From an optimization exercise on the open Yosys and OpenROAD flow, aimed at small area; shortcuts taken in it are not production practice.
Only simulation tests tie the RTL to the original design; equivalence was not proved.
Power figures rest on the tool's default switching activity, not on a simulated workload.

==> flow/design.v (excerpt) <==
module xge (
    input  wire         clk,
    input  wire         rst,             
    input  wire         cmd_valid,
    output wire         cmd_ready,
    input  wire [95:0]  cmd,
    input  wire         tp_connected,    
    input  wire         rx_avail,        
    output wire         resp_valid,
    output reg  [31:0]  resp,
    output wire         tx_valid,
    input  wire         tx_ready,
    output wire [159:0] tx_data,         
    input  wire [31:0]  tx_status,       
    output wire         rx_req,
    input  wire         rx_ack,
    input  wire [3:0]   rx_len,          
    input  wire [63:0]  rx_data,         
    output reg          fb_valid,
    output wire [7:0]   fb_tag
);
Size in the first run: ~1400 cells after synthesis, ~490 flip-flops, ~410 I/O pins.
export LEC_CHECK = 0
export CAP_MARGIN = 20
export CORE_MARGIN = 2
export CORE_UTILIZATION = 40
export CTS_CLUSTER_DIAMETER = 100
export CTS_CLUSTER_SIZE = 24
export SLEW_MARGIN = 20
create_clock -name core_clock -period 11.0 [get_ports {clk}]
standard.sh (not shown) runs the stock make flow with config.mk's settings and CLKGATE_MAP_FILE= SYNTH_SCRIPT=/design/flow/synth_recipe.tcl, a recipe that flattens the netlist after the stock synthesis.
==> flow/flow/run.sh <==
#!/bin/bash
# Standard layout with three changes:
#  - synthesis maps all logic, adders included, with an area-oriented ABC script
#    (flow/area.abc) instead of mapping adders to adder cells first;
#    everything else is the standard flow's own synthesis script, so the registers are the same;
#  - the port buffers are plain buf_1 cells;
#  - constant outputs share one tie cell per value.
set -euo pipefail
W=$(pwd)
{
  head -n 1 synth_recipe.tcl
  echo 'set ::env(ADDER_MAP_FILE) ""'
  echo "proc abc {args} {"
  echo "  set i [lsearch -exact \$args -script]"
  echo "  if {\$i >= 0} { lset args [expr {\$i + 1}] {$W/flow/area.abc} }"
  echo "  yosys abc {*}\$args"
  echo "}"
  tail -n +2 synth_recipe.tcl
} > my_synth.tcl
bash standard.sh "SYNTH_SCRIPT=$W/my_synth.tcl" 'BUFFER_PORTS_ARGS=-buffer_cell sky130_fd_sc_hd__buf_1' SKIP_REPAIR_TIE_FANOUT=1 finish > make_finish.log 2>&1
==> flow/flow/area.abc <==
strash
dc2
dch -f
amap -F 10 -A 20
The baseline went through all stages and came out clean.
Change:
==> flow/flow/area.abc (replaced) <==
strash
dc2
dch -f
amap
CAP_MARGIN = 0   (was 20)
SLEW_MARGIN = 0   (was 20)
Effect: Hold slack is about the same; via count is higher by 1.2%; sequential power stays flat; first-iteration DRC count is lower by 13%; setup slack got worse by 64 ps; sequential share of layout area barely changes; wire length increases by 0.57%; design area barely changes.
Change:
==> flow/flow/area.abc (replaced) <==
strash
fraig
dc2
dch -f
amap
CAP_MARGIN = 20   (was 0)
SLEW_MARGIN = 20   (was 0)
After rerunning:
- The new run produced a clean layout
- non-clock buffer count came out higher by 2
- routed wire length came out higher by a few percent
- worst hold slack loses 9.4 ps
- synthesized cell count came out higher slightly
- first-iteration DRC count came out higher by a few percent
- area after synthesis barely changes
- power came out higher by a few percent
- clock skew came out lower by 4.2 ps
Change:
==> flow/flow/area.abc (replaced) <==
strash
dc2
dch -f
amap
CAP_MARGIN = 0   (was 20)
CTS_CLUSTER_SIZE = 27   (was 24)
SLEW_MARGIN = 0   (was 20)
What happened:
- design area falls by 0.83%
- hold slack gets better by 21 ps
- maximum frequency rises by 6.5%
- area after synthesis is about the same
- critical path depth rises by 2
- synthesized cell count falls by 0.58%
Change:
--- a/flow/flow/run.sh
+++ b/flow/flow/run.sh
@@ -1,4 +1,4 @@
 #!/bin/bash
-# Standard layout with three changes:
+# Standard layout with two changes:
 #  - synthesis maps all logic, adders included, with an area-oriented ABC script
 #    (flow/area.abc) instead of mapping adders to adder cells first;
CAP_MARGIN = 20   (was 0)
CTS_CLUSTER_DIAMETER = 60   (was 100)
CTS_CLUSTER_SIZE = 30   (was 27)
SLEW_MARGIN = 20   (was 0)
Effect: Final cell count is higher by 0.74%. Die area is unchanged. Power is higher by 11%. Sequential power barely changes. Fmax is higher by 0.49%. First-iteration DRC count is lower by 4.4%. Worst setup slack improves by 32 ps. Utilization is higher by 1.2 points.

* * *

Setup of JK:
Starting RTL as in the previous note.
Settings: LEC_CHECK=0, CAP_MARGIN=20, CORE_MARGIN=2, CORE_UTILIZATION=40, CTS_CLUSTER_DIAMETER=100, CTS_CLUSTER_SIZE=24, SLEW_MARGIN=20; clock period 11.0 ns.
==> flow/flow/run.sh <==
#!/bin/bash
# Standard layout with two changes:
#  - synthesis maps all logic, adders included, with an area-oriented ABC script
#    (flow/area.abc) instead of mapping adders to adder cells first;
#    everything else is the standard flow's own synthesis script, so the registers are the same;
#  - the port buffers are plain buf_1 cells;
#  - constant outputs share one tie cell per value.
set -euo pipefail
W=$(pwd)
{
  head -n 1 synth_recipe.tcl
  echo 'set ::env(ADDER_MAP_FILE) ""'
  echo "proc abc {args} {"
  echo "  set i [lsearch -exact \$args -script]"
  echo "  if {\$i >= 0} { lset args [expr {\$i + 1}] {$W/flow/area.abc} }"
  echo "  yosys abc {*}\$args"
  echo "}"
  tail -n +2 synth_recipe.tcl
} > my_synth.tcl
bash standard.sh "SYNTH_SCRIPT=$W/my_synth.tcl" 'BUFFER_PORTS_ARGS=-buffer_cell sky130_fd_sc_hd__buf_1' SKIP_REPAIR_TIE_FANOUT=1 finish > make_finish.log 2>&1
==> flow/flow/area.abc <==
strash
dc2
dch -f
amap
Here is what was changed in the inputs of MS compared with JK.
Settings: CORE_UTILIZATION now 65, was 40; CTS_CLUSTER_SIZE now 30, was 24.
Findings:
Max routed wirelength normalized by instance count across JK and MS: MS. Of the two candidates, JK has the better switching component of the power and MS the worse one. Number of buffers created by CTS sits lower in MS than in JK. On MS: number of design-rule violations left by the first detailed-router iteration is 426 higher than what JK gave. Post-route core utilization in MS is 27 points above JK. MS: no failed stages, no open violations at the end. Total power: MS below JK. Compared to JK, MS has detailed route wirelength on metal3 34% higher. Between JK and MS, the flow reports total placed cells including tap cells decreasing by a little under 10%. | ratio of final minimum period to clock period | MS vs JK | 0.76 points lower |.

==> re-timing with driven ports <==
How much do the figures lean on ideal ports? The routed layouts below were timed once more, with nothing changed but the port constraints.
Step 1, drivers: a clkbuf_16 drives clk and a buf_2 each remaining input, both assumed.
Step 2 times the ports against the registers' clock, not the clock port: input delays grow and output delays shrink by t, the midpoint of the rising clock arrivals with the driver on.
a / b / c = ideal ports / drivers / drivers and shift; a / b = the first two.
run | t (ns) | setup WS [ns] | hold WS [ns] | latest minus earliest clock arrival (ns) | worst register clock-pin slew, ns
the first run of note 1 | 0.612 | 4.537 / 4.483 / 4.286 | 0.314 / 0.314 / 0.314 | 0.041 / 0.040 | 0.11 / 0.11
the second run of note 1 | 0.609 | 4.473 / 4.502 / 3.892 | 0.316 / 0.316 / 0.316 | 0.044 / 0.045 | 0.12 / 0.12
the third run of note 1 | 0.621 | 4.068 / 4.100 / 3.480 | 0.307 / 0.307 / 0.307 | 0.038 / 0.037 | 0.10 / 0.10
the fourth run of note 1 | 0.601 | 4.492 / 4.522 / 3.921 | 0.328 / 0.328 / 0.328 | 0.030 / 0.030 | 0.11 / 0.11
the fifth run of note 1 | 0.643 | 4.524 / 4.555 / 3.913 | 0.325 / 0.325 / 0.325 | 0.023 / 0.023 | 0.10 / 0.10
JK | 0.609 | 4.489 / 4.516 / 3.907 | 0.322 / 0.322 / 0.322 | 0.034 / 0.034 | 0.12 / 0.12
MS | 0.586 | 4.572 / 4.578 / 3.992 | 0.317 / 0.317 / 0.317 | 0.039 / 0.040 | 0.12 / 0.12
After both steps setup and hold are still met in every run listed. The setup slack of the fifth run of note 1, which loses most, moves by +0.031 ns with the drivers and by -0.611 ns with both steps.
